From an optimization exercise on the open Yosys and OpenROAD flow, aimed at small area, a short achievable clock period and few clock cycles per item; shortcuts taken in it are not production practice.
In this exercise RTL edits were held to simulation tests only and were not proved equivalent to the original.

==> flow/design.v (outline; a module is shown in full before it is edited, if it fits) <==
// module bq_mul_tree: 3338 lines
// module bq_mul: 105 lines
// module bq_add: 94 lines
// module sa2_biquad: 141 lines
module sa2_biquad (
    input  wire        clk,
    input  wire        rst,         
    input  wire        cfg_we,
    input  wire [2:0]  cfg_sel,
    input  wire [63:0] cfg_data,
    input  wire        in_valid,
    output reg         in_ready,
    input  wire        in_ch,
    input  wire [63:0] in_x,
    output reg         out_valid,
    output reg         out_ch,
    output wire [63:0] out_y
);
  // ...
==> flow/run.sh <==
#!/bin/bash
# synth_recipe.tcl (not shown) runs the flow's synth.tcl, then flattens the netlist and writes it again
# the make line also repeats each setting of config.mk as NAME=value (left out here)
make -C /OpenROAD-flow-scripts/flow DESIGN_CONFIG=/design/flow/config.mk WORK_HOME=/design/flow/orfs CLKGATE_MAP_FILE= SYNTH_SCRIPT=/design/flow/synth_recipe.tcl finish
==> flow/config.mk <==
export PLATFORM = sky130hd
export DESIGN_NAME = sa2_biquad
export DESIGN_NICKNAME = sa2_biquad
export VERILOG_FILES = /design/flow/design.v
export SDC_FILE = /design/flow/constraint.sdc
export NUM_CORES = 4
export LEC_CHECK = 0
export ABC_CLOCK_PERIOD_IN_PS = 5000
export CAP_MARGIN = 20
export CORE_MARGIN = 2
export CORE_UTILIZATION = 40
export SETUP_SLACK_MARGIN = 0.5
export SLEW_MARGIN = 20
==> flow/constraint.sdc <==
create_clock -name core_clock -period 25.0 [get_ports {clk}]
set_input_delay 5.0000 -clock core_clock [delete_from_list [all_inputs] [get_ports {clk}]]
set_output_delay 5.0000 -clock core_clock [all_outputs]
set_load 0.01 [all_outputs]
==> impl_metrics.toml, run 1 <==
[outcome]
status = "no timing/DRC/antenna violations"

[detailed_routing]
drtPass1Iterations = 10
routedWlPerCell_um = 31.9
wl_mm = 667

[synthesis]
yosysTopAreaCellShare_pct = 16.6
ys_ff_latch = 1859
synthXorXnorAreaFrac_pct = 9.80
synth_top_flop_cell = "dfxtp_1"
synthSimpleGateAreaFrac_pct = 9.69

[finish]
n_antenna_cell = 45
n_all_inverters = 1288
multi_input_comb_area_um2 = 102000
register_area_um2 = 44500
final_layout_size_suffix_gt1_share_pct = 10.5
largest_reg_flops = 106
top_register = "u_mul.r2_s"
multi_input_cells = 11599
nets = 17364
multi_input_area_share_pct = 60.2
clkCellAreaFrac_pct = 3.98

[worst_setup_path]
cp-endpoint = "u_mul.r1_ma[51]$_DFF_P_"
cpMaxStageDelayCell = "a211oi_1"
r2r_end = "u_mul.r1_ma[51]$_DFF_P_"
cp-startpoint = "s_x10$_DFF_P_"
crit_path_max_incr_delay_ns = 0.88
critPathCaptureType = "flop"

[place]
dp_hpwl_mm = 446
pre_cts_ws_ns = 16.46

[global_routing]
met2_usage_pct = 47.1
antenna_found_initial = 73
grt_pass1_wl_mm = 956
gr-total-overflow = 0

[clocking]
cts.sinks = 1859
cts_buffers = 201
clockBufferDepth = 4
post_cts_buffers = 0

[timing]
setup_violations = 0
worst_pin_slew_ns = 1.32
tns_ns = 0
Testbench counts, summed over its fixed seeds: cycles 41,696, items 8,192.
==> module sa2_biquad, before the edit <==
module sa2_biquad (
    input  wire        clk,
    input  wire        rst,         
    input  wire        cfg_we,
    input  wire [2:0]  cfg_sel,
    input  wire [63:0] cfg_data,
    input  wire        in_valid,
    output reg         in_ready,
    input  wire        in_ch,
    input  wire [63:0] in_x,
    output reg         out_valid,
    output reg         out_ch,
    output wire [63:0] out_y
);
    reg [4:0] ph;
    wire ph0 = ph[0], ph1 = ph[1], ph2 = ph[2], ph3 = ph[3], ph4 = ph[4];
    reg rv0, rv1, rv2, rv3;
    reg rc0, rc1, rc2, rc3;
    reg [63:0] x_q;
    reg        ch_q;
    reg [63:0] cd_q;
    reg [2:0]  cs_q;
    reg        pend;       
    reg        wpend;      
    reg [2:0]  cnt;        
    wire acc_s = in_valid & in_ready;
    wire acc_w = cfg_we & in_ready & ~in_valid;
    wire start = ph0 & pend & ~(rv0 & (rc0 == ch_q));
    wire wapply = wpend & (cnt == 3'd0);
    wire       pend_next  = acc_s | (pend & ~start);
    wire       wpend_next = acc_w | (wpend & ~wapply);
    wire [2:0] cnt_next   = start ? 3'd7 : ((cnt != 3'd0) ? cnt - 3'd1 : 3'd0);
    wire       rv0_next   = ph0 ? start : rv0;
    wire       xbusy_next = rv0_next & (ph0 | ph1 | ph2);
    wire       ready_next = ~pend_next & ~xbusy_next & ~(wpend_next & (cnt_next != 3'd0));
    reg [63:0] ring0, ring1, ring2, ring3, ring4;
    reg [4:0]  rf;
    reg [4:0]  wpos;
    always @(*) begin
        case (cs_q)
            3'd0: wpos = 5'b00001;
            3'd1: wpos = 5'b00010;
            3'd2: wpos = 5'b10000;
            3'd3: wpos = 5'b00100;
            3'd4: wpos = 5'b01000;
            default: wpos = 5'b00000;
        endcase
    end
    wire [4:0] phn = {ph[3:0], ph[4]};
    reg  [4:0] wslot;
    integer k, m;
    always @(*) begin
        wslot = 5'd0;
        for (k = 0; k < 5; k = k + 1)
            for (m = 0; m < 5; m = m + 1)
                if (wpos[k] & phn[m]) wslot[(k - m + 5) % 5] = 1'b1;
    end
    wire [4:0] wsel = {5{wapply}} & wslot;
    reg [63:0] x1_0, x1_1, x2_0, x2_1, y1_0, y1_1, y2_0, y2_1;
    reg        fx1_0, fx1_1, fx2_0, fx2_1, fy1_0, fy1_1, fy2_0, fy2_1;
    reg s_x, s_x10, s_x11, s_x20, s_x21, s_y10, s_y11, s_y20, s_y21, s_byp;
    reg xen0, xen1, hen, a_h, b_h, a_sub;
    wire [63:0] sum;
    wire [63:0] coef = ring0 & {64{rf[0]}};
    wire [63:0] mdat = ({64{s_x}}   & x_q)  |
                       ({64{s_x10}} & x1_0) | ({64{s_x11}} & x1_1) |
                       ({64{s_x20}} & x2_0) | ({64{s_x21}} & x2_1) |
                       ({64{s_y10}} & y1_0) | ({64{s_y11}} & y1_1) |
                       ({64{s_y20}} & y2_0) | ({64{s_y21}} & y2_1) |
                       ({64{s_byp}} & sum);
    wire [63:0] prod;
    bq_mul u_mul (.clk(clk), .a(coef), .b(mdat), .y(prod));
    reg [63:0] hold;
    wire [63:0] add_a = a_h ? hold : sum;
    wire [63:0] add_b = b_h ? hold : prod;
    bq_add u_add (.clk(clk), .a(add_a), .b(add_b), .sub(a_sub), .y(sum));
    assign out_y = sum;
    wire yen0 = out_valid & ~out_ch, yen1 = out_valid & out_ch;
    always @(posedge clk) begin
        if (in_ready) begin
            x_q  <= in_x;
            ch_q <= in_ch;
            cd_q <= cfg_data;
            cs_q <= cfg_sel;
        end
        ring0 <= wsel[0] ? cd_q : ring1;
        ring1 <= wsel[1] ? cd_q : ring2;
        ring2 <= wsel[2] ? cd_q : ring3;
        ring3 <= wsel[3] ? cd_q : ring4;
        ring4 <= wsel[4] ? cd_q : ring0;
        if (hen) hold <= prod;
        if (xen0) begin x2_0 <= x1_0; x1_0 <= x_q; end
        if (xen1) begin x2_1 <= x1_1; x1_1 <= x_q; end
        if (yen0) begin y2_0 <= y1_0; y1_0 <= sum; end
        if (yen1) begin y2_1 <= y1_1; y1_1 <= sum; end
        if (ph0) begin rc0 <= ch_q; rc1 <= rc0; rc2 <= rc1; rc3 <= rc2; end
        out_ch <= rc3;
        s_x   <= ph4;
        s_x10 <= ph0 & ~ch_q & fx1_0;
        s_x11 <= ph0 &  ch_q & fx1_1;
        s_x20 <= ph3 & ~rc0 & fx2_0;
        s_x21 <= ph3 &  rc0 & fx2_1;
        s_byp <= ph1 & rv3 & (rc3 == rc1);
        s_y10 <= ph1 & ~rc1 & fy1_0 & ~(rv3 & ~rc3);
        s_y11 <= ph1 &  rc1 & fy1_1 & ~(rv3 &  rc3);
        s_y20 <= ph2 & ~rc1 & (yen0 ? fy1_0 : fy2_0);
        s_y21 <= ph2 &  rc1 & (yen1 ? fy1_1 : fy2_1);
        hen   <= ph3 | ph1;
        a_h   <= ph4;
        b_h   <= ph3;
        a_sub <= ph0 | ph3;
        xen0  <= ph3 & rv0 & ~rc0;
        xen1  <= ph3 & rv0 &  rc0;
        if (rst) begin
            ph       <= 5'b00001;
            pend     <= 1'b0;
            wpend    <= 1'b0;
            cnt      <= 3'd0;
            in_ready <= 1'b1;
            rf       <= 5'd0;
            rv0 <= 1'b0; rv1 <= 1'b0; rv2 <= 1'b0; rv3 <= 1'b0;
            fx1_0 <= 1'b0; fx1_1 <= 1'b0; fx2_0 <= 1'b0; fx2_1 <= 1'b0;
            fy1_0 <= 1'b0; fy1_1 <= 1'b0; fy2_0 <= 1'b0; fy2_1 <= 1'b0;
            out_valid <= 1'b0;
            xen0 <= 1'b0; xen1 <= 1'b0;
        end else begin
            ph       <= phn;
            pend     <= pend_next;
            wpend    <= wpend_next;
            cnt      <= cnt_next;
            in_ready <= ready_next;
            rf <= {wsel[4] | rf[0], wsel[3] | rf[4], wsel[2] | rf[3], wsel[1] | rf[2], wsel[0] | rf[1]};
            if (ph0) begin rv0 <= start; rv1 <= rv0; rv2 <= rv1; rv3 <= rv2; end
            if (xen0) begin fx2_0 <= fx1_0; fx1_0 <= 1'b1; end
            if (xen1) begin fx2_1 <= fx1_1; fx1_1 <= 1'b1; end
            if (yen0) begin fy2_0 <= fy1_0; fy1_0 <= 1'b1; end
            if (yen1) begin fy2_1 <= fy1_1; fy1_1 <= 1'b1; end
            out_valid <= ph1 & rv3;
        end
    end
endmodule
==> inputs of run 2 (changes only) <==
--- a/flow/design.v
+++ b/flow/design.v
@@ -3547,7 +3547,7 @@
     input  wire [63:0] in_x,
     output reg         out_valid,
     output reg         out_ch,
-    output wire [63:0] out_y
+    output reg  [63:0] out_y
 );
     reg [4:0] ph;
     wire ph0 = ph[0], ph1 = ph[1], ph2 = ph[2], ph3 = ph[3], ph4 = ph[4];
@@ -3555,7 +3555,6 @@
     reg rc0, rc1, rc2, rc3;
     reg [63:0] x_q;
     reg        ch_q;
-    reg [63:0] cd_q;
     reg [2:0]  cs_q;
     reg        pend;       
     reg        wpend;      
@@ -3563,36 +3562,32 @@
     wire acc_s = in_valid & in_ready;
     wire acc_w = cfg_we & in_ready & ~in_valid;
     wire start = ph0 & pend & ~(rv0 & (rc0 == ch_q));
-    wire wapply = wpend & (cnt == 3'd0);
     wire       pend_next  = acc_s | (pend & ~start);
-    wire       wpend_next = acc_w | (wpend & ~wapply);
     wire [2:0] cnt_next   = start ? 3'd7 : ((cnt != 3'd0) ? cnt - 3'd1 : 3'd0);
     wire       rv0_next   = ph0 ? start : rv0;
     wire       xbusy_next = rv0_next & (ph0 | ph1 | ph2);
-    wire       ready_next = ~pend_next & ~xbusy_next & ~(wpend_next & (cnt_next != 3'd0));
     reg [63:0] ring0, ring1, ring2, ring3, ring4;
     reg [4:0]  rf;
-    reg [4:0]  wpos;
-    always @(*) begin
-        case (cs_q)
-            3'd0: wpos = 5'b00001;
-            3'd1: wpos = 5'b00010;
-            3'd2: wpos = 5'b10000;
-            3'd3: wpos = 5'b00100;
-            3'd4: wpos = 5'b01000;
-            default: wpos = 5'b00000;
-        endcase
-    end
     wire [4:0] phn = {ph[3:0], ph[4]};
-    reg  [4:0] wslot;
-    integer k, m;
-    always @(*) begin
-        wslot = 5'd0;
-        for (k = 0; k < 5; k = k + 1)
-            for (m = 0; m < 5; m = m + 1)
-                if (wpos[k] & phn[m]) wslot[(k - m + 5) % 5] = 1'b1;
-    end
-    wire [4:0] wsel = {5{wapply}} & wslot;
+    function [5:0] wpos;       
+        input [2:0] sel;
+        case (sel)
+            3'd0: wpos = 6'b000001;
+            3'd1: wpos = 6'b000010;
+            3'd2: wpos = 6'b010000;
+            3'd3: wpos = 6'b000100;
+            3'd4: wpos = 6'b001000;
+            default: wpos = 6'b100000;
+        endcase
+    endfunction
+    wire [5:0] wp      = wpos(cs_q);
+    wire       wapply  = wpend & (cnt == 3'd0) & (wp[5] | (|(wp[4:0] & ph)));
+    wire       wdo     = wapply & ~wp[5];
+    wire       wpend_next = acc_w | (wpend & ~wapply);
+    wire [2:0] cs_next = in_ready ? cfg_sel : cs_q;
+    wire [5:0] wp_next = wpos(cs_next);
+    wire       wapply_next = (cnt_next == 3'd0) & (wp_next[5] | (|(wp_next[4:0] & phn)));
+    wire       ready_next = ~pend_next & ~xbusy_next & ~(wpend_next & ~wapply_next);
     reg [63:0] x1_0, x1_1, x2_0, x2_1, y1_0, y1_1, y2_0, y2_1;
     reg        fx1_0, fx1_1, fx2_0, fx2_1, fy1_0, fy1_1, fy2_0, fy2_1;
     reg s_x, s_x10, s_x11, s_x20, s_x21, s_y10, s_y11, s_y20, s_y21, s_byp;
@@ -3611,27 +3606,28 @@
     wire [63:0] add_a = a_h ? hold : sum;
     wire [63:0] add_b = b_h ? hold : prod;
     bq_add u_add (.clk(clk), .a(add_a), .b(add_b), .sub(a_sub), .y(sum));
-    assign out_y = sum;
-    wire yen0 = out_valid & ~out_ch, yen1 = out_valid & out_ch;
+    reg res_v, res_ch;
+    wire yen0 = res_v & ~res_ch, yen1 = res_v & res_ch;
     always @(posedge clk) begin
         if (in_ready) begin
-            x_q  <= in_x;
+            x_q  <= in_valid ? in_x : cfg_data;
             ch_q <= in_ch;
-            cd_q <= cfg_data;
             cs_q <= cfg_sel;
         end
-        ring0 <= wsel[0] ? cd_q : ring1;
-        ring1 <= wsel[1] ? cd_q : ring2;
-        ring2 <= wsel[2] ? cd_q : ring3;
-        ring3 <= wsel[3] ? cd_q : ring4;
-        ring4 <= wsel[4] ? cd_q : ring0;
+        ring0 <= ring1;
+        ring1 <= ring2;
+        ring2 <= ring3;
+        ring3 <= ring4;
+        ring4 <= wdo ? x_q : ring0;
         if (hen) hold <= prod;
         if (xen0) begin x2_0 <= x1_0; x1_0 <= x_q; end
         if (xen1) begin x2_1 <= x1_1; x1_1 <= x_q; end
         if (yen0) begin y2_0 <= y1_0; y1_0 <= sum; end
         if (yen1) begin y2_1 <= y1_1; y1_1 <= sum; end
         if (ph0) begin rc0 <= ch_q; rc1 <= rc0; rc2 <= rc1; rc3 <= rc2; end
-        out_ch <= rc3;
+        res_ch <= rc3;
+        out_ch <= res_ch;
+        out_y  <= sum;
         s_x   <= ph4;
         s_x10 <= ph0 & ~ch_q & fx1_0;
         s_x11 <= ph0 &  ch_q & fx1_1;
@@ -3658,6 +3654,7 @@
             rv0 <= 1'b0; rv1 <= 1'b0; rv2 <= 1'b0; rv3 <= 1'b0;
             fx1_0 <= 1'b0; fx1_1 <= 1'b0; fx2_0 <= 1'b0; fx2_1 <= 1'b0;
             fy1_0 <= 1'b0; fy1_1 <= 1'b0; fy2_0 <= 1'b0; fy2_1 <= 1'b0;
+            res_v <= 1'b0;
             out_valid <= 1'b0;
             xen0 <= 1'b0; xen1 <= 1'b0;
         end else begin
@@ -3666,13 +3663,14 @@
             wpend    <= wpend_next;
             cnt      <= cnt_next;
             in_ready <= ready_next;
-            rf <= {wsel[4] | rf[0], wsel[3] | rf[4], wsel[2] | rf[3], wsel[1] | rf[2], wsel[0] | rf[1]};
+            rf <= {wdo | rf[0], rf[4:1]};
             if (ph0) begin rv0 <= start; rv1 <= rv0; rv2 <= rv1; rv3 <= rv2; end
             if (xen0) begin fx2_0 <= fx1_0; fx1_0 <= 1'b1; end
             if (xen1) begin fx2_1 <= fx1_1; fx1_1 <= 1'b1; end
             if (yen0) begin fy2_0 <= fy1_0; fy1_0 <= 1'b1; end
             if (yen1) begin fy2_1 <= fy1_1; fy1_1 <= 1'b1; end
-            out_valid <= ph1 & rv3;
+            res_v <= ph1 & rv3;
+            out_valid <= res_v;
         end
     end
 endmodule
==> flow/flow/run.sh (new file) <==
#!/bin/bash
# Standard layout, with two changes to how it is made: the port buffers are
# buf_4 cells (buffer_ports -buffer_cell) and the timing repair steps (CTS,
# global route) aim for a larger setup slack. The SDC (25 ns clock, I/O
# delays, output load) is the design's, unchanged.
set -euo pipefail
MARGIN=${BQ_SETUP_MARGIN:-18.4}
bash standard.sh synth > synth.log 2>&1
bash standard.sh SETUP_SLACK_MARGIN=$MARGIN SKIP_GATE_CLONING=1 \
    "BUFFER_PORTS_ARGS=-buffer_cell sky130_fd_sc_hd__buf_4" finish > layout.log 2>&1
==> flow/standard.sh (new file) <==
#!/bin/bash
# synth_recipe.tcl (not shown) runs the flow's synth.tcl, then flattens the netlist and writes it again
# the make line also repeats each setting of config.mk as NAME=value (left out here)
make -C /OpenROAD-flow-scripts/flow DESIGN_CONFIG=/design/flow/config.mk WORK_HOME=/design/flow/orfs CLKGATE_MAP_FILE= SYNTH_SCRIPT=/design/flow/synth_recipe.tcl "${@:-finish}"
--- a/flow/config.mk
+++ b/flow/config.mk
@@ -8,6 +8,5 @@
 export ABC_CLOCK_PERIOD_IN_PS = 5000
 export CAP_MARGIN = 20
 export CORE_MARGIN = 2
-export CORE_UTILIZATION = 40
-export SETUP_SLACK_MARGIN = 0.5
+export CORE_UTILIZATION = 30
 export SLEW_MARGIN = 20
removed: flow/run.sh
==> impl_metrics.toml, run 2 <==
[min_path]
hold_end = "ring0[35]$_DFF_P_"
min_path_cells = 0
hold_start = "ring1[35]$_DFF_P_"
min_path_type = "reg2reg"

[clocking]
ctsRootBufferMaster = "clkbuf_16"
cts_max_level = 4
clk_latency_ns = 1.02
cts_tree = "built"
clkTransAtPathRegs_ns = 0.07
clockBufferDepth = 4
cts.sinks = 1861
cts_buffers = 197
cts_hold_buf = 0

[flow_run]
cap_violations = 0

[detailed_routing]
drtPass1Iterations = 13
vias_per_cell = 6.13
routedWlPerCell_um = 31.8
drc = 0
drt_iter0_drc = 21704
ant_nets = 0
wl_mm = 716
vias = 138177

[global_routing]
grt_pass1_vias = 134314
grt_max_degree = 95
antenna_found_initial = 82
grt_pass1_wl_mm = 1000
gr-total-overflow = 0
grt_use_total_pct = 26.5

[worst_setup_path]
arrival_ns = 7.72
critPathCaptureType = "flop"
path_max_fanout = 11
r2r_setup_slack_ns = 18.10
r2r_end = "u_mul.r3_frac[15]$_DFF_P_"
cp.required_ns = 25.82
cp-start-kind = "flop"
r2r_start = "u_mul.r2_s[34]$_DFF_P_"
r2r_cells = 18
criticalPathCategory = "reg2reg"

[finish]
final_layout_size_suffix_gt1_share_pct = 12.0
area_delta_synth_final_pct = 11.7
top_register = "u_mul.r2_s"
nets = 17376
largest_reg_flops = 106
instances_no_fill = 22542
final_cell_mix = "1562 x a22oi_1, 1291 x fa_1, 1287 x inv_1, 1203 x xor2_1, 1113 x dfxtp_1"
top_regs = "u_mul.r2_s (106), u_mul.r2_c (105)"
layout_commonest_cell = "a22oi_1"

[die]
coreArea_um2 = 512000
start_util_pct = 30.0
rows = 263
io-pin-count = 203
die_area_um2 = 519000
die-height_um = 720
die_x_um = 720

[synthesis]
synth_top_family_by_area = "adder cells"
synth_compound_area_share_pct = 18.5
yosysTopAreaCellShare_pct = 16.8
synthSimpleGateAreaFrac_pct = 9.96
synthAdderAreaFrac_pct = 20.1
synth_nets = 17848
synth.area.mux_share_pct = 6.41
avgSynthCellArea_um2 = 9.60
synth-edff-count = 645
synth-seq-area-share_pct = 28.4
ys_ff_latch = 1861
synth_cell_type_count = 114
synthCells = 16023
synthXorXnorAreaFrac_pct = 10.0
yosysMostFrequentCell = "a22oi_1"
ys_top_cells_by_area = "fa_1 17%, dfxtp_1 16%, edfxtp_1 13%"
synth_area_um2 = 154000
synth_warnings = 3
synth_top_flop_cell = "dfxtp_1"
synth_async_sr_flop_share_pct = 0
synthTopCellsByCount = "1563 x a22oi_1, 1291 x fa_1, 1289 x inv_1"
synth_top_area_cell = "fa_1"

[timing]
setup_violations = 0
slew_violations = 0
tns_ns = 0
relSlewSlack_pct = 8.65
hold_viol = 0
fin_crit_sh_pct = 27.6
rsz0062_at_grt = "yes"
worst_pin_slew_ns = 1.37
fin_crit_ns = 6.90
finalClockSkew_ns = 0.114
fmax_ghz = 0.145

[place]
io_buffers = 202
place_congestion = 1.07
dp_hpwl_mm = 480
place_inst = 22040

[outcome]
status = "no timing/DRC/antenna violations"
[run 2: worst max-delay path by stage]
stage / startpoint / end
after floorplan: u_add.r1_rev$_DFF_P_ / u_add.r2_lz[4]$_SDFF_PP0_
after global placement: ring0[62]$_DFF_P_ / u_mul.r1_ma[52]$_DFF_P_
after detailed placement: ring0[62]$_DFF_P_ / u_mul.r1_ma[52]$_DFF_P_
after CTS: ring0[62]$_DFF_P_ / u_mul.r1_ma[52]$_DFF_P_
after global routing: u_add.r1_rev$_DFF_P_ / u_add.r2_lz[4]$_SDFF_PP0_
final: u_mul.r2_s[34]$_DFF_P_ / u_mul.r3_frac[15]$_DFF_P_
[run 2: logic make-up (layout without fill, tap and decap cells)]
| kind of cell | after synthesis | in the layout |
|---|---|---|
| muxes | 825 | 825 |
| DFF | 1861 | 1861 |
| xor gates and xnor gates | 1760 | 1760 |
| and+or+nand+nor | 3181 | 3181 |
| other | 0 | 68 |
| adders and majority gates | 1693 | 1693 |
| AOI/OAI and AO/OA | 4064 | 4064 |
| buffers and inverters | 2639 | 2333 |
[run 2: stage by stage]
step                      hold WS [ns]  worst slack (ns)  area [um2]  utilization, %
after CTS                        0.238             18.27      170000            33.3
final                            0.237             18.10      172000            33.6
after detailed placement         0.312             16.44      162000            31.7
after floorplan                  0.310             18.10      154000               -
after global routing             0.243             18.34      172000            33.5
after global placement           0.310             16.37      162000            31.7
[run 2: what timing repair did]
action | CTS | global route
setup endpoints to repair | 257 | 203
resized for setup | 147 | 201
endpoints found under the hold margin | 0 | 0
setup buffers | 33 | 33
pin swaps | 12 | 25
[run 2: routing by layer]
layer / vias to the layer above / GRT usage (%) / share of wire, %
met5: - / 1.77 / 0.18
met4: 68 / 16.4 / 8.0
met3: 3092 / 11.0 / 14
met2: 11042 / 38.0 / 41
met1: 68342 / 32.6 / 37
li1: 55633 / - / -
[run 2: worst max-delay path, stage by stage (launching register included)]
cell	delay [ns]
dfxtp_1	0.34
ha_1	0.50
and4_1	0.37
nand4_1	0.14
nor3_1	0.30
a2111oi_2	0.12
buf_4	0.18
nor4_4	1.01
o21a_1	0.54
nor3_1	0.10
nor3_1	0.23
buf_4	0.21
nor2_1	0.05
a2111oi_1	0.85
mux2i_1	0.30
a221o_1	0.45
nor2_1	0.12
a21oi_1	0.05
o211ai_1	0.87
[run 2: final cells by class]
| cell class | count | area [um2] |
|---|---|---|
| Clock inverter | 104 | 1340 |
| Sequential cell | 1861 | 43900 |
| Timing Repair Buffer | 660 | 5640 |
| Antenna cell | 68 | 170 |
| Tap cell | 6757 | 8450 |
| Inverter | 1308 | 4920 |
| Fill cell | 52040 | 340000 |
| Clock buffer | 261 | 5630 |
| Multi-Input combinational cell | 11523 | 102000 |
Testbench counts of run 2, summed over its fixed seeds: cycles 42,024, items 8,192.
==> module bq_mul, before the edit <==
module bq_mul (
    input  wire        clk,
    input  wire [63:0] a,
    input  wire [63:0] b,
    output reg  [63:0] y
);
    wire        sa = a[63], sb = b[63];
    wire [10:0] ea = a[62:52], eb = b[62:52];
    wire [51:0] fa = a[51:0],  fb = b[51:0];
    wire a_e0 = (ea == 11'd0), b_e0 = (eb == 11'd0);
    wire a_e1 = (ea == 11'h7ff), b_e1 = (eb == 11'h7ff);
    wire a_f0 = (fa == 52'd0), b_f0 = (fb == 52'd0);
    wire a_nan = a_e1 & ~a_f0, b_nan = b_e1 & ~b_f0;
    wire a_inf = a_e1 & a_f0,  b_inf = b_e1 & b_f0;
    wire a_zero = a_e0 & a_f0, b_zero = b_e0 & b_f0;
    wire s0_nan  = a_nan | b_nan | (a_inf & b_zero) | (b_inf & a_zero);
    wire s0_inf  = a_inf | b_inf;
    wire s0_zero = a_zero | b_zero | (a_e0 & b_e0);
    wire        n_is_a = a_e0;
    wire [51:0] fn = n_is_a ? fa : fb;
    wire        n_e0 = n_is_a ? a_e0 : b_e0;
    wire [51:0] fo = n_is_a ? fb : fa;
    wire        o_e0 = n_is_a ? b_e0 : a_e0;
    reg [5:0] lz;
    integer i;
    always @(*) begin
        lz = 6'd52;
        for (i = 0; i < 52; i = i + 1)
            if (fn[i]) lz = 6'd51 - i[5:0];
    end
    wire [5:0]  nsh = n_e0 ? (lz + 6'd1) : 6'd0;
    wire [52:0] mn  = {~n_e0, fn} << nsh;
    wire [52:0] mo  = {~o_e0, fo};
    wire [11:0] ex  = {1'b0, ea | {10'd0, a_e0}} + {1'b0, eb | {10'd0, b_e0}};
    reg [52:0] r1_ma, r1_mb;
    reg [11:0] r1_ex;
    reg [5:0]  r1_nsh;
    reg        r1_s, r1_nan, r1_inf, r1_zero;
    always @(posedge clk) begin
        r1_ma <= mn;
        r1_mb <= mo;
        r1_ex <= ex;
        r1_nsh <= nsh;
        r1_s  <= sa ^ sb;
        r1_nan <= s0_nan; r1_inf <= s0_inf; r1_zero <= s0_zero;
    end
    wire [105:0] t_s, t_c;
    bq_mul_tree u_tree (.a(r1_ma), .b(r1_mb), .s(t_s), .c(t_c));
    wire [13:0] e1     = {2'b00, r1_ex} - {8'd0, r1_nsh};
    wire        e_neg  = e1[13];
    wire [13:0] r_raw  = 14'd1023 - e1;
    wire        e_le   = e_neg | (e1[12:0] <= 13'd1023);
    wire [5:0]  r_sh   = (!e_le) ? 6'd0 : ((r_raw > 14'd63) ? 6'd63 : r_raw[5:0]);
    wire [13:0] e_hi   = e1 - 14'd1022;
    wire [13:0] e_lo   = e1 - 14'd1023;
    reg [105:0] r2_s, r2_c;
    reg [13:0]  r2_ehi, r2_elo;
    reg [5:0]   r2_r;
    reg         r2_hi, r2_s0, r2_nan, r2_inf, r2_zero;
    always @(posedge clk) begin
        r2_s <= t_s;
        r2_c <= t_c;
        r2_ehi <= e_hi;
        r2_elo <= e_lo;
        r2_r <= r_sh;
        r2_hi <= e_le;
        r2_s0 <= r1_s; r2_nan <= r1_nan; r2_inf <= r1_inf; r2_zero <= r1_zero;
    end
    wire [105:0] p = r2_s + r2_c;
    wire [105:0] q = p >> r2_r;
    reg [105:0] msk;
    integer j;
    always @(*) begin
        for (j = 0; j < 106; j = j + 1)
            msk[j] = (j < 51 + r2_r);
    end
    wire        st     = |(p & msk);
    wire        top    = q[105];
    wire        use_hi = top | r2_hi;
    wire [51:0] frac   = use_hi ? q[104:53] : q[103:52];
    wire        guard  = use_hi ? q[52] : q[51];
    wire        sticky = use_hi ? (q[51] | st) : st;
    wire [13:0] e_f    = use_hi ? (top ? r2_ehi : 14'd0) : r2_elo;
    wire        ovf    = !e_f[13] && (e_f[12:0] >= 13'd2047);
    reg [51:0] r3_frac;
    reg [10:0] r3_e;
    reg        r3_g, r3_st, r3_ovf, r3_s0, r3_nan, r3_inf, r3_zero;
    always @(posedge clk) begin
        r3_frac <= frac;
        r3_e    <= e_f[10:0];
        r3_g    <= guard;
        r3_st   <= sticky;
        r3_ovf  <= ovf;
        r3_s0 <= r2_s0; r3_nan <= r2_nan; r3_inf <= r2_inf; r3_zero <= r2_zero;
    end
    wire        rnd = r3_g & (r3_st | r3_frac[0]);
    wire [62:0] pk  = {r3_e, r3_frac} + {62'd0, rnd};
    always @(posedge clk) begin
        y <= r3_nan  ? 64'h7ff8000000000000 :
             r3_inf  ? {r3_s0, 11'h7ff, 52'd0} :
             r3_zero ? {r3_s0, 63'd0} :
             r3_ovf  ? {r3_s0, 11'h7ff, 52'd0} :
                       {r3_s0, pk};
    end
endmodule
==> module bq_add, before the edit <==
module bq_add (
    input  wire        clk,
    input  wire [63:0] a,
    input  wire [63:0] b,
    input  wire        sub,
    output reg  [63:0] y
);
    wire        sa = a[63], sb = b[63] ^ sub;
    wire [10:0] ea = a[62:52], eb = b[62:52];
    wire [51:0] fa = a[51:0],  fb = b[51:0];
    wire a_n = (ea != 11'd0), b_n = (eb != 11'd0);
    wire a_e1 = (ea == 11'h7ff), b_e1 = (eb == 11'h7ff);
    wire a_nan = a_e1 & (fa != 52'd0), b_nan = b_e1 & (fb != 52'd0);
    wire a_inf = a_e1 & (fa == 52'd0), b_inf = b_e1 & (fb == 52'd0);
    wire [10:0] xa = ea | {10'd0, ~a_n};
    wire [10:0] xb = eb | {10'd0, ~b_n};
    wire [11:0] dab = {1'b0, xa} - {1'b0, xb};
    wire [11:0] dba = {1'b0, xb} - {1'b0, xa};
    wire        a_ge = ~dab[11];
    wire [11:0] d    = a_ge ? dab : dba;
    wire [5:0]  dsh  = (d[10:6] != 5'd0) ? 6'd63 : d[5:0];
    wire        eq   = (xa == xb);
    wire        m_lt = {a_n, fa} < {b_n, fb};
    wire [52:0] m_big = a_ge ? {a_n, fa} : {b_n, fb};
    wire [52:0] m_sml = a_ge ? {b_n, fb} : {a_n, fa};
    wire [55:0] m_sm0 = {m_sml, 3'b000};
    wire [55:0] m_sh  = m_sm0 >> dsh;
    reg  [55:0] msk;
    integer j;
    always @(*) begin
        for (j = 0; j < 56; j = j + 1)
            msk[j] = (j < dsh);
    end
    wire        st0 = |(m_sm0 & msk);
    wire        eff_sub = sa ^ sb;
    wire        rev = eff_sub & eq & m_lt;
    reg [52:0] r1_mb;
    reg [55:0] r1_ms;
    reg [10:0] r1_e;
    reg        r1_sgn, r1_sub, r1_rev, r1_nan, r1_inf, r1_isgn, r1_zs;
    always @(posedge clk) begin
        r1_mb  <= m_big;
        r1_ms  <= {m_sh[55:1], m_sh[0] | st0};
        r1_e   <= a_ge ? xa : xb;
        r1_sgn <= rev ? sb : (a_ge ? sa : sb);
        r1_sub <= eff_sub;
        r1_rev <= rev;
        r1_nan <= a_nan | b_nan | (a_inf & b_inf & (sa != sb));
        r1_inf <= a_inf | b_inf;
        r1_isgn <= a_inf ? sa : sb;
        r1_zs  <= sa & sb;
    end
    wire [56:0] xv = {1'b0, r1_mb, 3'b000};
    wire [56:0] yv = {1'b0, r1_ms};
    wire [56:0] pv = r1_rev ? yv : xv;
    wire [56:0] qv = r1_rev ? xv : yv;
    wire [56:0] sum = r1_sub ? (pv - qv) : (pv + qv);
    wire [10:0] emax = r1_e - 11'd1;
    wire [55:0] mark = (emax > 11'd55) ? 56'd0 : (56'h80000000000000 >> emax[5:0]);
    wire [55:0] lzv  = sum[55:0] | mark;
    reg [5:0] lz;
    integer i;
    always @(*) begin
        lz = 6'd56;
        for (i = 0; i < 56; i = i + 1)
            if (lzv[i]) lz = 6'd55 - i[5:0];
    end
    reg [56:0] r2_sum;
    reg [5:0]  r2_lz;
    reg [10:0] r2_e;
    reg        r2_sgn, r2_nan, r2_inf, r2_isgn, r2_zs;
    always @(posedge clk) begin
        r2_sum <= sum;
        r2_lz  <= lz;
        r2_e   <= r1_e;
        r2_sgn <= r1_sgn; r2_nan <= r1_nan; r2_inf <= r1_inf; r2_isgn <= r1_isgn; r2_zs <= r1_zs;
    end
    wire        cy    = r2_sum[56];
    wire        zero  = (r2_sum == 57'd0);
    wire [55:0] nrm   = r2_sum[55:0] << r2_lz;
    wire [51:0] frac  = cy ? r2_sum[55:4] : nrm[54:3];
    wire        guard = cy ? r2_sum[3] : nrm[2];
    wire        stk   = cy ? (|r2_sum[2:0]) : (|nrm[1:0]);
    wire [11:0] e_n   = cy ? ({1'b0, r2_e} + 12'd1) : (nrm[55] ? ({1'b0, r2_e} - {6'd0, r2_lz}) : 12'd0);
    wire        ovf   = (e_n >= 12'd2047);
    wire        rnd   = guard & (stk | frac[0]);
    wire [62:0] pk    = {e_n[10:0], frac} + {62'd0, rnd};
    always @(posedge clk)
        y <= r2_nan ? 64'h7ff8000000000000 :
             r2_inf ? {r2_isgn, 11'h7ff, 52'd0} :
             zero   ? {r2_zs, 63'd0} :
             ovf    ? {r2_sgn, 11'h7ff, 52'd0} :
                      {r2_sgn, pk};
endmodule
==> inputs of run 3 (changes only) <==
--- a/flow/design.v
+++ b/flow/design.v
@@ -3354,29 +3354,19 @@
     wire s0_nan  = a_nan | b_nan | (a_inf & b_zero) | (b_inf & a_zero);
     wire s0_inf  = a_inf | b_inf;
     wire s0_zero = a_zero | b_zero | (a_e0 & b_e0);
-    wire        n_is_a = a_e0;
-    wire [51:0] fn = n_is_a ? fa : fb;
-    wire        n_e0 = n_is_a ? a_e0 : b_e0;
-    wire [51:0] fo = n_is_a ? fb : fa;
-    wire        o_e0 = n_is_a ? b_e0 : a_e0;
-    reg [5:0] lz;
-    integer i;
-    always @(*) begin
-        lz = 6'd52;
-        for (i = 0; i < 52; i = i + 1)
-            if (fn[i]) lz = 6'd51 - i[5:0];
-    end
-    wire [5:0]  nsh = n_e0 ? (lz + 6'd1) : 6'd0;
-    wire [52:0] mn  = {~n_e0, fn} << nsh;
-    wire [52:0] mo  = {~o_e0, fo};
+    wire [5:0]  lza, lzb;
+    wire [52:0] mna, mnb;
+    bq_norm u_na (.f(fa), .e0(a_e0), .lz(lza), .m(mna));
+    bq_norm u_nb (.f(fb), .e0(b_e0), .lz(lzb), .m(mnb));
+    wire [6:0]  nsh = {1'b0, lza} + {1'b0, lzb};
     wire [11:0] ex  = {1'b0, ea | {10'd0, a_e0}} + {1'b0, eb | {10'd0, b_e0}};
     reg [52:0] r1_ma, r1_mb;
     reg [11:0] r1_ex;
-    reg [5:0]  r1_nsh;
+    reg [6:0]  r1_nsh;
     reg        r1_s, r1_nan, r1_inf, r1_zero;
     always @(posedge clk) begin
-        r1_ma <= mn;
-        r1_mb <= mo;
+        r1_ma <= mna;
+        r1_mb <= mnb;
         r1_ex <= ex;
         r1_nsh <= nsh;
         r1_s  <= sa ^ sb;
@@ -3384,7 +3374,7 @@
     end
     wire [105:0] t_s, t_c;
     bq_mul_tree u_tree (.a(r1_ma), .b(r1_mb), .s(t_s), .c(t_c));
-    wire [13:0] e1     = {2'b00, r1_ex} - {8'd0, r1_nsh};
+    wire [13:0] e1     = {2'b00, r1_ex} - {7'd0, r1_nsh};
     wire        e_neg  = e1[13];
     wire [13:0] r_raw  = 14'd1023 - e1;
     wire        e_le   = e_neg | (e1[12:0] <= 13'd1023);
@@ -3441,6 +3431,23 @@
                        {r3_s0, pk};
     end
 endmodule
+module bq_norm (
+    input  wire [51:0] f,
+    input  wire        e0,
+    output wire [5:0]  lz,
+    output wire [52:0] m
+);
+    reg [5:0] z;
+    integer i;
+    always @(*) begin
+        z = 6'd52;
+        for (i = 0; i < 52; i = i + 1)
+            if (f[i]) z = 6'd51 - i[5:0];
+    end
+    wire [52:0] sh = {f, 1'b0} << z;
+    assign m  = e0 ? sh : {1'b1, f};
+    assign lz = e0 ? z + 6'd1 : 6'd0;
+endmodule
 module bq_add (
     input  wire        clk,
     input  wire [63:0] a,
@@ -3460,21 +3467,26 @@
     wire [11:0] dab = {1'b0, xa} - {1'b0, xb};
     wire [11:0] dba = {1'b0, xb} - {1'b0, xa};
     wire        a_ge = ~dab[11];
-    wire [11:0] d    = a_ge ? dab : dba;
-    wire [5:0]  dsh  = (d[10:6] != 5'd0) ? 6'd63 : d[5:0];
     wire        eq   = (xa == xb);
     wire        m_lt = {a_n, fa} < {b_n, fb};
-    wire [52:0] m_big = a_ge ? {a_n, fa} : {b_n, fb};
-    wire [52:0] m_sml = a_ge ? {b_n, fb} : {a_n, fa};
-    wire [55:0] m_sm0 = {m_sml, 3'b000};
-    wire [55:0] m_sh  = m_sm0 >> dsh;
-    reg  [55:0] msk;
+    wire [5:0]  dab_s = (dab[11:6] != 6'd0) ? 6'd63 : dab[5:0];
+    wire [5:0]  dba_s = (dba[11:6] != 6'd0) ? 6'd63 : dba[5:0];
+    wire [55:0] ma0 = {a_n, fa, 3'b000};
+    wire [55:0] mb0 = {b_n, fb, 3'b000};
+    wire [55:0] ma_sh = ma0 >> dba_s;
+    wire [55:0] mb_sh = mb0 >> dab_s;
+    reg  [55:0] mska, mskb;
     integer j;
     always @(*) begin
-        for (j = 0; j < 56; j = j + 1)
-            msk[j] = (j < dsh);
+        for (j = 0; j < 56; j = j + 1) begin
+            mska[j] = (j < dba_s);
+            mskb[j] = (j < dab_s);
+        end
     end
-    wire        st0 = |(m_sm0 & msk);
+    wire        sta = |(ma0 & mska);
+    wire        stb = |(mb0 & mskb);
+    wire [52:0] m_big = a_ge ? {a_n, fa} : {b_n, fb};
+    wire [55:0] m_sh  = a_ge ? {mb_sh[55:1], mb_sh[0] | stb} : {ma_sh[55:1], ma_sh[0] | sta};
     wire        eff_sub = sa ^ sb;
     wire        rev = eff_sub & eq & m_lt;
     reg [52:0] r1_mb;
@@ -3483,7 +3495,7 @@
     reg        r1_sgn, r1_sub, r1_rev, r1_nan, r1_inf, r1_isgn, r1_zs;
     always @(posedge clk) begin
         r1_mb  <= m_big;
-        r1_ms  <= {m_sh[55:1], m_sh[0] | st0};
+        r1_ms  <= m_sh;
         r1_e   <= a_ge ? xa : xb;
         r1_sgn <= rev ? sb : (a_ge ? sa : sb);
         r1_sub <= eff_sub;
==> flow/flow/run.sh (replaced) <==
#!/bin/bash
set -euo pipefail
MARGIN=${BQ_SETUP_MARGIN:-18}
bash standard.sh synth > synth.log 2>&1
bash standard.sh SETUP_SLACK_MARGIN=$MARGIN SKIP_GATE_CLONING=1 finish > layout.log 2>&1
--- a/flow/config.mk
+++ b/flow/config.mk
@@ -8,5 +8,5 @@
 export ABC_CLOCK_PERIOD_IN_PS = 5000
 export CAP_MARGIN = 20
 export CORE_MARGIN = 2
-export CORE_UTILIZATION = 30
+export CORE_UTILIZATION = 40
 export SLEW_MARGIN = 20
==> impl_metrics.toml, run 3 <==
[place]
io_buffers = 202
dp_hpwl_mm = 550
place_congestion = 1.11

[finish]
nets = 18218
n_fill_cell = 38520
top_register = "u_mul.r2_s"
area_delta_synth_final_pct = 9.79
multi_input_comb_area_um2 = 108000
final_cell_mix = "1590 x a22oi_1, 1315 x inv_1, 1292 x fa_1, 1183 x xor2_1, 1136 x dfxtp_1"
post-route-util_pct = 44.2
final_layout_size_suffix_gt1_share_pct = 11.0
top_regs = "u_mul.r2_s (106), u_mul.r2_c (105)"
largest_reg_flops = 106
layout_commonest_cell = "a22oi_1"
register_area_um2 = 43900

[detailed_routing]
drc = 0
routed.top_layer = "met5"
vias_per_cell = 6.70
routedWlPerCell_um = 36.4
vias = 146696
ant_nets = 0
drtPass1Iterations = 8
wl_mm = 797
drt_iter0_drc = 21136
met1_length_mm = 288
wl_met2_mm = 334
dr_wl_met3_mm = 103

[die]
die-height_um = 638
io-pin-count = 203
rows = 232
die_x_um = 638
die_area_um2 = 408000
coreArea_um2 = 400000
start_util_pct = 40.2

[timing]
rsz0062_at_grt = "yes"
tns_ns = 0
hold_viol = 0
fmax_ghz = 0.139
setup_violations = 0
worst_pin_slew_ns = 1.34
relSlewSlack_pct = 11.0
slew_violations = 0
fin_crit_sh_pct = 28.7
fin_crit_ns = 7.18
finalClockSkew_ns = 0.127

[synthesis]
synth_nets = 18703
synthTopCellsByCount = "1590 x a22oi_1, 1318 x inv_1, 1292 x fa_1"
yosysMostFrequentCell = "a22oi_1"
ys_top_cells_by_area = "fa_1 16%, dfxtp_1 15%, edfxtp_1 12%"
synth_top_flop_cell = "dfxtp_1"
synth_async_sr_flop_share_pct = 0
ys_ff_latch = 1862
synth_warnings = 4
synth_top_area_cell = "fa_1"
avgSynthCellArea_um2 = 9.54
synthCells = 16868
synth-seq-area-share_pct = 27.2
yosysTopAreaCellShare_pct = 16.1
synth_cell_type_count = 130
synth_area_um2 = 161000
synth-edff-count = 645

[clocking]
clkTransAtPathRegs_ns = 0.06
cts_max_level = 4
ctsRootBufferMaster = "clkbuf_16"
clk_latency_ns = 1.00
cts.sinks = 1862
cts_hold_buf = 0
clockBufferDepth = 4
cts_tree = "built"
cts_buffers = 208

[min_path]
min_path_type = "reg2reg"
min_path_cells = 0

[global_routing]
grt_pass1_wl_mm = 1110
grt_max_degree = 96
antenna_found_initial = 76
gr-total-overflow = 0
grt_pass1_vias = 144043
grt_use_total_pct = 37.9

[worst_setup_path]
path_depth = 16
cp-start-kind = "flop"
critPathCaptureType = "flop"
criticalPathCategory = "reg2reg"
crit_path_max_incr_delay_ns = 0.97
cp.required_ns = 25.70
path_max_fanout = 6
cp_num_buf_inv = 0
r2r_cells = 16
cpMaxStageDelayCell = "o21ai_0"
cp_top_family = "compound AO/OA/AOI/OAI gates"
arrival_ns = 7.88
crit_chain = "ha_1 -> ha_1 -> a211oi_2 -> o21ai_1 -> a21oi_2 -> o21ai_2 -> or3_1 -> o21ai_0 -> xor2_2 -> a21oi_1 -> nor4_1 -> o2111a_1 -> nand4_1 -> nor3_2 -> a41o_1 -> o2111ai_1"
path_common_cell = "ha_1"

[flow_run]
cap_violations = 0

[outcome]
status = "no timing/DRC/antenna violations"
## run 3: through the flow
step	area, um2	worst slack [ns]	cells	hold WS, ns
finish	177000	17.82	21890	0.272
global route	177000	17.97	21843	0.309
detailed placement	169000	17.60	21421	0.312
floorplan	161000	18.00	16868	0.310
global placement	169000	17.59	21421	0.310
CTS	176000	18.00	21809	0.279
## run 3: layout make-up
class                      count  area share (%)
clock buffer                 279            3.32
clock inverter               105           0.695
tap                         5265            3.73
timing repair buffer         715            3.41
inverter                    1332            2.83
antenna                       68          0.0963
multi-input combinational  12264            61.1
sequential                  1862            24.8
## run 3: kinds of logic (layout without fill, tap and decap cells)
| kind of cell | after synthesis | in the layout | share of synthesized area [%] |
|---|---|---|---|
| adders and majority gates | 1704 | 1704 | 19.3 |
| DFF | 1862 | 1862 | 27.2 |
| xor gates and xnor gates | 1760 | 1760 | 9.58 |
| buffers and inverters | 2742 | 2431 | 6.60 |
| and+or+nand+nor | 3264 | 3264 | 9.92 |
| muxes | 1146 | 1146 | 8.40 |
| other | 0 | 68 | 0 |
| AOI/OAI and AO/OA | 4390 | 4390 | 19.1 |
## run 3: worst paths after layout
path                         start             endpoint  slack (ns)
max reg2reg  u_mul.r2_c[0]$_DFF_P_  u_mul.r3_st$_DFF_P_       17.82
max          u_mul.r2_c[0]$_DFF_P_  u_mul.r3_st$_DFF_P_       17.82
min              ring4[44]$_DFF_P_    ring3[44]$_DFF_P_        0.27
min reg2reg      ring4[44]$_DFF_P_    ring3[44]$_DFF_P_        0.27
## run 3: repair_timing
| item | 4_1_cts | 5_1_grt |
|---|---|---|
| resized for setup | 18 | 64 |
| setup buffers | 4 | 10 |
| pin swaps | 0 | 2 |
| setup endpoints to repair | 65 | 125 |
## run 3: worst reg2reg max path: stages, from the launching register on
cell,delay [ns]
dfxtp_1,0.30
ha_1,0.21
ha_1,0.23
a211oi_2,0.26
o21ai_1,0.19
a21oi_2,0.55
o21ai_2,0.22
or3_1,0.63
o21ai_0,0.97
xor2_2,0.55
a21oi_1,0.43
nor4_1,0.38
o2111a_1,0.23
nand4_1,0.09
nor3_2,0.90
a41o_1,0.38
o2111ai_1,0.39
## run 3: per-layer routing
metal	vias to the layer above	GRT usage, %
met3	3523	13.3
met5	-	0.520
met1	72447	45.9
met2	11393	55.6
met4	44	27.8
li1	59289	-
Testbench counts of run 3, summed over its fixed seeds: cycles 42,024, items 8,192.

## re-timing with driven ports
No port has a modelled driver above. Below, the same layouts with a new extraction and two added sets of constraints. Step 1 sets driving cells, clkbuf_16 on the clock port and buf_2 on the other inputs (assumed; they add their load-dependent delay and slew). Step 2 adds t to the input delays and takes it off the output delays; t is the mean of the earliest and latest rising clock arrival at the registers after step 1. Input paths then give back, and output paths get back, about the clock's delay inside the block. Three values: ideal ports, drivers, drivers and shift; two values: the first two.
| run | t (ns) | setup slack, ns | worst setup path at the end | slew at the worst register clock pin (ns) | pins driven straight from the clock port |
|---|---|---|---|---|---|
| run 1 | 1.014 | 16.068 / 16.068 / 16.068 | register to register | 0.07 / 0.07 | 1 |
| run 2 | 1.101 | 18.103 / 18.103 / 17.723 | input to register | 0.09 / 0.09 | 1 |
| run 3 | 1.050 | 17.820 / 17.820 / 17.820 | register to register | 0.07 / 0.07 | 1 |
After both steps setup and hold are still met in every run listed. The setup slack of run 2, which loses most, moves by 0.000 ns with the drivers and by -0.380 ns with both steps.
